Source: an optimization exercise on an open RTL-to-GDS flow (aim: small area, a short achievable clock period and few clock cycles). Production flows keep margins and buffers that such runs may drop. Function was checked by simulation only, so behaviour that the tests miss may differ from the original. No activity file was given, so power comes from the tool's default toggle rates.

==> design.v <==
module lc3_core (
    input  wire        clk,
    input  wire        rst,
    input  wire [15:0] start_pc,
    output reg         mem_req,
    output reg         mem_we,
    output reg  [15:0] mem_addr,
    output reg  [15:0] mem_wdata,
    input  wire        mem_gnt,
    input  wire [15:0] mem_rdata,
    output reg         out_vld,
    output reg  [7:0]  out_data,
    input  wire        out_rdy,
    input  wire        out_fail,
    output reg         in_rdy,
    input  wire        in_vld,
    input  wire [7:0]  in_data,
    input  wire        in_fail,
    output wire [1:0]  status,
    output wire [15:0] stop_pc,
    output wire [15:0] stop_ir,
    output wire        stop_dev
);
    localparam ST_RUN  = 2'd0;
    localparam ST_HALT = 2'd1;
    localparam ST_FLT  = 2'd2;
    localparam ST_IOF  = 2'd3;
    localparam S_FETCH = 4'd0;    
    localparam S_FWAIT = 4'd1;    
    localparam S_EXEC  = 4'd2;    
    localparam S_MEM   = 4'd3;    
    localparam S_MWAIT = 4'd4;    
    localparam S_IN    = 4'd5;    
    localparam S_OUT   = 4'd6;    
    localparam S_SRD   = 4'd7;    
    localparam S_SWAIT = 4'd8;    
    localparam S_STOP  = 4'd9;    
    localparam OP_BR   = 4'd0,  OP_ADD = 4'd1,  OP_LD  = 4'd2,  OP_ST  = 4'd3;
    localparam OP_JSR  = 4'd4,  OP_AND = 4'd5,  OP_LDR = 4'd6,  OP_STR = 4'd7;
    localparam OP_RTI  = 4'd8,  OP_NOT = 4'd9,  OP_LDI = 4'd10, OP_STI = 4'd11;
    localparam OP_JMP  = 4'd12, OP_RES = 4'd13, OP_LEA = 4'd14, OP_TRAP = 4'd15;
    reg [3:0]  state;
    reg [1:0]  run_st;
    reg [15:0] pc;
    reg [15:0] ia;           
    reg [15:0] ir;
    reg [2:0]  cond;         
    reg [15:0] regs [0:7];
    reg [15:0] ea;           
    reg        indir;        
    reg [15:0] sword;        
    reg        shigh;        
    reg        echo;         
    reg        iodev;        
    wire [3:0]  op   = ir[15:12];
    wire [2:0]  dr   = ir[11:9];
    wire [2:0]  sr1  = ir[8:6];
    wire [2:0]  sr2  = ir[2:0];
    wire [7:0]  vec  = ir[7:0];
    wire [15:0] rs1  = regs[sr1];
    wire [15:0] rs2  = regs[sr2];
    wire [15:0] rdr  = regs[dr];
    wire [15:0] r0   = regs[0];
    wire [15:0] imm5  = {{11{ir[4]}}, ir[4:0]};
    wire [15:0] off6  = {{10{ir[5]}}, ir[5:0]};
    wire [15:0] off9  = {{7{ir[8]}},  ir[8:0]};
    wire [15:0] off11 = {{5{ir[10]}}, ir[10:0]};
    wire [15:0] opb     = ir[5] ? imm5 : rs2;
    wire [15:0] add_res = rs1 + opb;
    wire [15:0] and_res = rs1 & opb;
    wire [15:0] not_res = ~rs1;
    wire [15:0] pc_off9 = pc + off9;
    assign status   = run_st;
    assign stop_pc  = ia;
    assign stop_ir  = ir;
    assign stop_dev = iodev;
    function [2:0] cc_of;
        input [15:0] v;
        begin
            if (v == 16'h0000)  cc_of = 3'b010;
            else if (v[15])     cc_of = 3'b100;
            else                cc_of = 3'b001;
        end
    endfunction
    always @(*) begin
        mem_req   = 1'b0;
        mem_we    = 1'b0;
        mem_addr  = pc;
        mem_wdata = rdr;
        out_vld   = 1'b0;
        out_data  = r0[7:0];
        in_rdy    = 1'b0;
        case (state)
            S_FETCH: begin
                mem_req  = 1'b1;
                mem_addr = pc;
            end
            S_MEM: begin
                mem_req  = 1'b1;
                mem_addr = ea;
                mem_we   = (op == OP_ST || op == OP_STR || op == OP_STI) && !indir;
            end
            S_SRD: begin
                mem_req  = 1'b1;
                mem_addr = ea;
            end
            S_OUT: begin
                out_vld = 1'b1;
                if (op == OP_TRAP && vec == 8'h22)
                    out_data = sword[7:0];
                else if (op == OP_TRAP && vec == 8'h24)
                    out_data = shigh ? sword[15:8] : sword[7:0];
                else if (echo)
                    out_data = sword[7:0];
                else
                    out_data = r0[7:0];
            end
            S_IN: in_rdy = 1'b1;
            default: ;
        endcase
    end
    integer i;
    always @(posedge clk) begin
        if (rst) begin
            state  <= S_FETCH;
            run_st <= ST_RUN;
            pc     <= start_pc;
            ia     <= 16'h0000;
            ir     <= 16'h0000;
            cond   <= 3'b010;
            ea     <= 16'h0000;
            indir  <= 1'b0;
            sword  <= 16'h0000;
            shigh  <= 1'b0;
            echo   <= 1'b0;
            iodev  <= 1'b0;
            for (i = 0; i < 8; i = i + 1)
                regs[i] <= 16'h0000;
        end else begin
            case (state)
                S_FETCH: begin
                    if (mem_gnt) begin
                        ia    <= pc;
                        pc    <= pc + 16'd1;
                        state <= S_FWAIT;
                    end
                end
                S_FWAIT: begin
                    ir    <= mem_rdata;
                    state <= S_EXEC;
                end
                S_EXEC: begin
                    state <= S_FETCH;
                    indir <= 1'b0;
                    echo  <= 1'b0;
                    shigh <= 1'b0;
                    case (op)
                        OP_ADD: begin
                            regs[dr] <= add_res;
                            cond     <= cc_of(add_res);
                        end
                        OP_AND: begin
                            regs[dr] <= and_res;
                            cond     <= cc_of(and_res);
                        end
                        OP_NOT: begin
                            regs[dr] <= not_res;
                            cond     <= cc_of(not_res);
                        end
                        OP_LEA: begin
                            regs[dr] <= pc_off9;
                            cond     <= cc_of(pc_off9);
                        end
                        OP_BR: begin
                            if ((ir[11:9] & cond) != 3'b000)
                                pc <= pc_off9;
                        end
                        OP_JMP: pc <= rs1;
                        OP_JSR: begin
                            regs[7] <= pc;
                            if (ir[11])
                                pc <= pc + off11;
                            else if (sr1 == 3'd7)
                                pc <= pc;        
                            else
                                pc <= rs1;
                        end
                        OP_LD, OP_ST: begin
                            ea    <= pc_off9;
                            state <= S_MEM;
                        end
                        OP_LDI, OP_STI: begin
                            ea    <= pc_off9;
                            indir <= 1'b1;
                            state <= S_MEM;
                        end
                        OP_LDR, OP_STR: begin
                            ea    <= rs1 + off6;
                            state <= S_MEM;
                        end
                        OP_RTI, OP_RES: begin
                            run_st <= ST_FLT;
                            state  <= S_STOP;
                        end
                        OP_TRAP: begin
                            case (vec)
                                8'h20: state <= S_IN;
                                8'h21: state <= S_OUT;
                                8'h22, 8'h24: begin
                                    ea    <= r0;
                                    state <= S_SRD;
                                end
                                8'h23: state <= S_IN;
                                8'h25: begin
                                    run_st <= ST_HALT;
                                    state  <= S_STOP;
                                end
                                default: begin
                                    run_st <= ST_FLT;
                                    state  <= S_STOP;
                                end
                            endcase
                        end
                        default: ;
                    endcase
                end
                S_MEM: begin
                    if (mem_gnt) begin
                        if (mem_we)
                            state <= S_FETCH;
                        else
                            state <= S_MWAIT;
                    end
                end
                S_MWAIT: begin
                    if (indir) begin
                        ea    <= mem_rdata;
                        indir <= 1'b0;
                        state <= S_MEM;
                    end else begin
                        regs[dr] <= mem_rdata;
                        cond     <= cc_of(mem_rdata);
                        state    <= S_FETCH;
                    end
                end
                S_IN: begin
                    if (in_vld) begin
                        if (in_fail) begin
                            iodev  <= 1'b0;
                            run_st <= ST_IOF;
                            state  <= S_STOP;
                        end else if (vec == 8'h23) begin
                            sword <= {8'h00, in_data};
                            echo  <= 1'b1;
                            state <= S_OUT;
                        end else begin
                            regs[0] <= {8'h00, in_data};
                            state   <= S_FETCH;
                        end
                    end
                end
                S_OUT: begin
                    if (out_rdy) begin
                        if (out_fail) begin
                            iodev  <= 1'b1;
                            run_st <= ST_IOF;
                            state  <= S_STOP;
                        end else if (vec == 8'h22) begin
                            ea    <= ea + 16'd1;
                            state <= S_SRD;
                        end else if (vec == 8'h24) begin
                            if (!shigh && sword[15:8] != 8'h00) begin
                                shigh <= 1'b1;
                            end else begin
                                shigh <= 1'b0;
                                if (shigh) begin
                                    ea    <= ea + 16'd1;
                                    state <= S_SRD;
                                end else begin
                                    state <= S_FETCH;
                                end
                            end
                        end else if (echo) begin
                            regs[0] <= sword;
                            echo    <= 1'b0;
                            state   <= S_FETCH;
                        end else begin
                            state <= S_FETCH;
                        end
                    end
                end
                S_SRD: begin
                    if (mem_gnt)
                        state <= S_SWAIT;
                end
                S_SWAIT: begin
                    sword <= mem_rdata;
                    if (vec == 8'h22) begin
                        if (mem_rdata == 16'h0000)
                            state <= S_FETCH;
                        else
                            state <= S_OUT;
                    end else begin
                        if (mem_rdata[7:0] == 8'h00)
                            state <= S_FETCH;
                        else
                            state <= S_OUT;
                    end
                end
                S_STOP: ;
                default: state <= S_FETCH;
            endcase
        end
    end
endmodule
==> run.sh <==
#!/bin/bash
# synth_recipe.tcl (not shown) runs the flow's synth.tcl, then flattens the netlist and writes it again
# the make line also repeats each setting of config.mk as NAME=value (left out here)
make -C /OpenROAD-flow-scripts/flow DESIGN_CONFIG=/design/flow/config.mk WORK_HOME=/design/flow/orfs CLKGATE_MAP_FILE= SYNTH_SCRIPT=/design/flow/synth_recipe.tcl finish
==> config.mk <==
export PLATFORM = sky130hd
export DESIGN_NAME = lc3_core
export DESIGN_NICKNAME = lc3_core
export VERILOG_FILES = /design/flow/design.v
export SDC_FILE = /design/flow/constraint.sdc
export NUM_CORES = 4
export LEC_CHECK = 0
export CAP_MARGIN = 20
export CORE_MARGIN = 2
export CORE_UTILIZATION = 40
export PLACE_DENSITY = 0.6
export SLEW_MARGIN = 20
==> constraint.sdc <==
create_clock -name core_clock -period 8.0 [get_ports {clk}]
set_input_delay 1.6000 -clock core_clock [delete_from_list [all_inputs] [get_ports {clk}]]
set_output_delay 1.6000 -clock core_clock [all_outputs]
set_load 0.01 [all_outputs]
==> flow_summary_export.csv <==
group,metric,value,unit
critical_path,endpoint_kind,"output port",
power,pwr-share-clk,0.173,
critical_path,arrival,4.64,ns
synthesis,synth_area_leaders,"edfxtp_1 (25%), mux4_2 (13%), dfxtp_1 (10%)",
synthesis,seq_area_frac_synth,0.352,
cts,clock-sinks,230,
power,swShare,0.487,
synthesis,avgSynthCellArea,9.47,sq um
cts,clock_latency,0.59,ns
power,p_comb_frac,0.584,
critical_path,cp_max_fo,13,
critical_path,path_cells,"and2b_1, nand2_1, nor3b_1, nand3_1, a21oi_1, o22ai_1, o21ai_0, clkdlybuf4s50_1",
place,dpl.hpwl,50900,microns
power,ir_drop,0.000175,V
routing,drt_wl_total,71000,microns
floorplanning,die_h,211,microns
global_routing,grtUsageTotal,0.313,
place,portBuffers,125,
routing,vias_per_cell,6.61,
synthesis,yosys_warnings,1,
power,intPower,3.92,mW
routing,vias,16203,
place,place_area,18900,sq um
floorplanning,coreArea,42100,sq um
synthesis,synth_edf_count,144,
timing,slew_violations,0,
global_routing,antenna_found_initial,3,
critical_path,cp_num_buf_inv,1,
cts,cts-root-buf,"clkbuf_16",
global_routing,grt_pass1_vias,15524,
synthesis,ys_types,91,
worst_hold_path,hold_path_class,"reg2reg",
synthesis,ys_async_sr_fraction,0,
floorplanning,dieArea,44600,sq um
timing,fin_hold_ws,0.456,ns
synthesis,synthFlopType,"edfxtp_1",
cts,ctsHoldBuffers,0,
critical_path,max_stage_delay,0.64,ns
synthesis,synth_top_area_frac,0.252,
synthesis,synth-seq-cells,230,
cells_and_area,stdcell_area,19800,sq um
place,preCtsSetupSlack,2.15,ns
global_routing,overflow,0,
floorplanning,num_rows,75,
power,p_leak,6.95,nW
cells_and_area,fin_util,0.471,
cts,cts_max_level,1,
cts,postCtsSetupBuffers,0,
timing,fmax,160,MHz
cells_and_area,layout-drive-gt1-share,0.139,
synthesis,syn_nets,1919,
timing,worst_pin_slew,1.23,ns
global_routing,grt_pass1_wl,103000,microns
timing,fin_crit,6.24,ns
cts,clockBufferDepth,3,
critical_path,cp_data_required_time,6.40,ns
floorplanning,chipWidth,211,microns
timing,worst_clock_skew,0.0283,ns
global_routing,grt_max_degree,60,
synthesis,synth_top_area_cell,"edfxtp_1",
critical_path,cp_top_family,"simple AND/OR/NAND/NOR gates",
routing,drc,0,
timing,setup_ws,1.76,ns
outcome,status,"timing/DRC/antenna clean",
power,powerDensity,385,nW/um^2
timing,relSlewSlack,0.180,
routing,firstDrtPassIters,8,
routing,drt_iter0_drc,2078,
timing,timing.setup.tns,0,ns
routing,routedWlPerCell,29.0,microns
run,maxCapViolCount,0,
cts,clk_pin_slew,0.06,ns
critical_path,cp-start-kind,"flip-flop",
timing,fin_crit_sh,0.780,
synthesis,syn_inst,1815,
floorplanning,io_pins,126,
critical_path,cp_slowest_cell,"a21oi_1",
cells_and_area,layout_common_cells,"nor2_1 (237), nand2_1 (210), edfxtp_1 (144), clkdlybuf4s50_1 (124), a21oi_1 (120)",
timing,setup-violations-final,0,
cts,cts_buffers,28,
cells_and_area,syn_to_final_growth,15.5,%
place,place.gp.congestion,1.02,
timing,rsz0062_at_grt,"no",
power,p_seq_frac,0.243,
cts,cts_resized,0,
power,switchingPower,3.72,mW
floorplanning,start_util,0.408,
routing,ant_nets,0,
critical_path,crit_type,"reg2out",
timing,finalHoldViolations,0,
cts,tritoncts,"yes",
synthesis,synth_area,17200,sq um
cells_and_area,finalNetCount,1994,
cells_and_area,final_common_cell,"nor2_1",
==> per-layer routing <==
metal,GRT usage,vias to the layer above,routed length [microns]
met2,0.486,1007,31800
met5,0,-,27
met3,0.0611,195,7610
li1,-,7082,-
met1,0.427,7915,28300
met4,0.135,4,3340
==> worst paths after layout <==
path / startpoint / end / slack (ns) / depth (start not counted)
worst min-delay path: ia[12]$_SDFFE_PP0P_ / ia[12]$_SDFFE_PP0P_ / 0.46 / 2
worst max-delay path: ir[4]$_SDFFE_PP0P_ / out_data[7] / 1.76 / 8
worst max register to register: flip-flop / regs[0][10]$_DFFE_PP_ / 2.09 / 15
worst min register to register: ia[12]$_SDFFE_PP0P_ / ia[12]$_SDFFE_PP0P_ / 0.46 / 2
==> cells in the mapped netlist, types with 6 or more instances <==
| library cell | number |
|---|---|
| nor2b_1 | 29 |
| nand2_1 | 210 |
| nor3_1 | 39 |
| and3_1 | 12 |
| clkbuf_1 | 78 |
| a222oi_1 | 10 |
| xnor2_1 | 38 |
| nand3_1 | 32 |
| o21ai_0 | 96 |
| or3_1 | 9 |
| buf_1 | 12 |
| o21ai_1 | 7 |
| o21a_1 | 6 |
| buf_2 | 18 |
| nor2_1 | 238 |
| nor4_1 | 11 |
| o211ai_1 | 21 |
| a221oi_1 | 7 |
| a31oi_1 | 18 |
| nand2b_1 | 20 |
| mux2i_1 | 36 |
| nand4_1 | 16 |
| o22ai_1 | 22 |
| o21bai_1 | 9 |
| a21oi_1 | 121 |
| a22oi_1 | 24 |
| a21o_1 | 13 |
| ha_1 | 54 |
| mux2_2 | 39 |
| inv_1 | 29 |
| o22a_1 | 9 |
| nand3b_1 | 8 |
| xor2_1 | 31 |
| edfxtp_1 | 144 |
| dfxtp_1 | 86 |
| mux4_2 | 96 |
| a211oi_1 | 52 |
| a22o_1 | 7 |
==> flip-flops by register name, indices dropped and copies added, names as in the netlist, named ones only <==
register  count
regs        128
shigh         1
indir         1
cond          3
ir           16
ea           16
pc           16
run_st        2
state         4
ia           16
iodev         1
sword        16
echo          1
==> cells by family (layout without fill, tap and decap cells) <==
logic type / after synthesis / in the layout / synth area share
buffers and inverters: 145 / 242 / 0.0361
muxes: 171 / 171 / 0.172
and+or+nand+nor: 661 / 661 / 0.176
AOI/OAI and AO/OA: 482 / 482 / 0.186
other: 0 / 2 / 0
DFF: 230 / 230 / 0.352
adders and majority gates: 57 / 57 / 0.0428
xor gates and xnor gates: 69 / 69 / 0.0352
==> per-stage QoR <==
stage               instances  power (mW)
floorplan                1815        4.53
global placement         2399        6.17
detailed placement       2399        6.20
CTS                      2451        7.52
global route             2451        7.99
finish                   2453        7.64
==> area by class of cell <==
cell class | instances | area (sq um)
fill | 3960 | 22300
multi-input combinational | 1440 | 10600
sequential | 230 | 6050
timing repair buffer | 160 | 1510
clock buffer | 38 | 801
tap | 539 | 674
clock inverter | 14 | 130
inverter | 30 | 113
antenna | 2 | 5.00
==> power by group through the flow <==
stage | clock, mW | combinational, mW | sequential [mW]
after CTS | 1.33 | 4.36 | 1.84
after global routing | 1.37 | 4.75 | 1.88
final | 1.32 | 4.46 | 1.86
after detailed placement | 0 | 4.33 | 1.87
after floorplan | 0 | 2.89 | 1.65
after global placement | 0 | 4.31 | 1.86
==> worst min-delay path, stage by stage (launching register included) <==
cell and delay, ns:
dfxtp_1 0.31, nand2_1 0.05, a21oi_1 0.05
Testbench counts, summed over its fixed seeds: cycles 86,580.

[separate check: timing with driven ports]
The flow's constraints put no driver on any port. The routed layout listed below was extracted and timed again, unchanged, in two steps. Step 1 (the two cells are an assumption about what drives the block):
set clk [get_ports {clk}]
set_driving_cell -lib_cell sky130_fd_sc_hd__clkbuf_16 $clk
set_driving_cell -lib_cell sky130_fd_sc_hd__buf_2 [delete_from_list [all_inputs] $clk]
Step 2 also shifts input and output timing later by t, the mid clock arrival at the registers, as if the neighbouring blocks saw the same clock. a / b / c = no drivers / after step 1 / after step 2; a / b = the first two.
shift t [ns]: 0.636
setup slack, ns: 1.762 / 1.703 / 2.094
latest minus earliest clock arrival (ns): 0.029 / 0.028
worst register clock-pin slew, ns: 0.07 / 0.07
After both steps this run still meets setup and hold. The setup slack of this run moves by -0.059 ns with the drivers and by +0.332 ns with both steps.
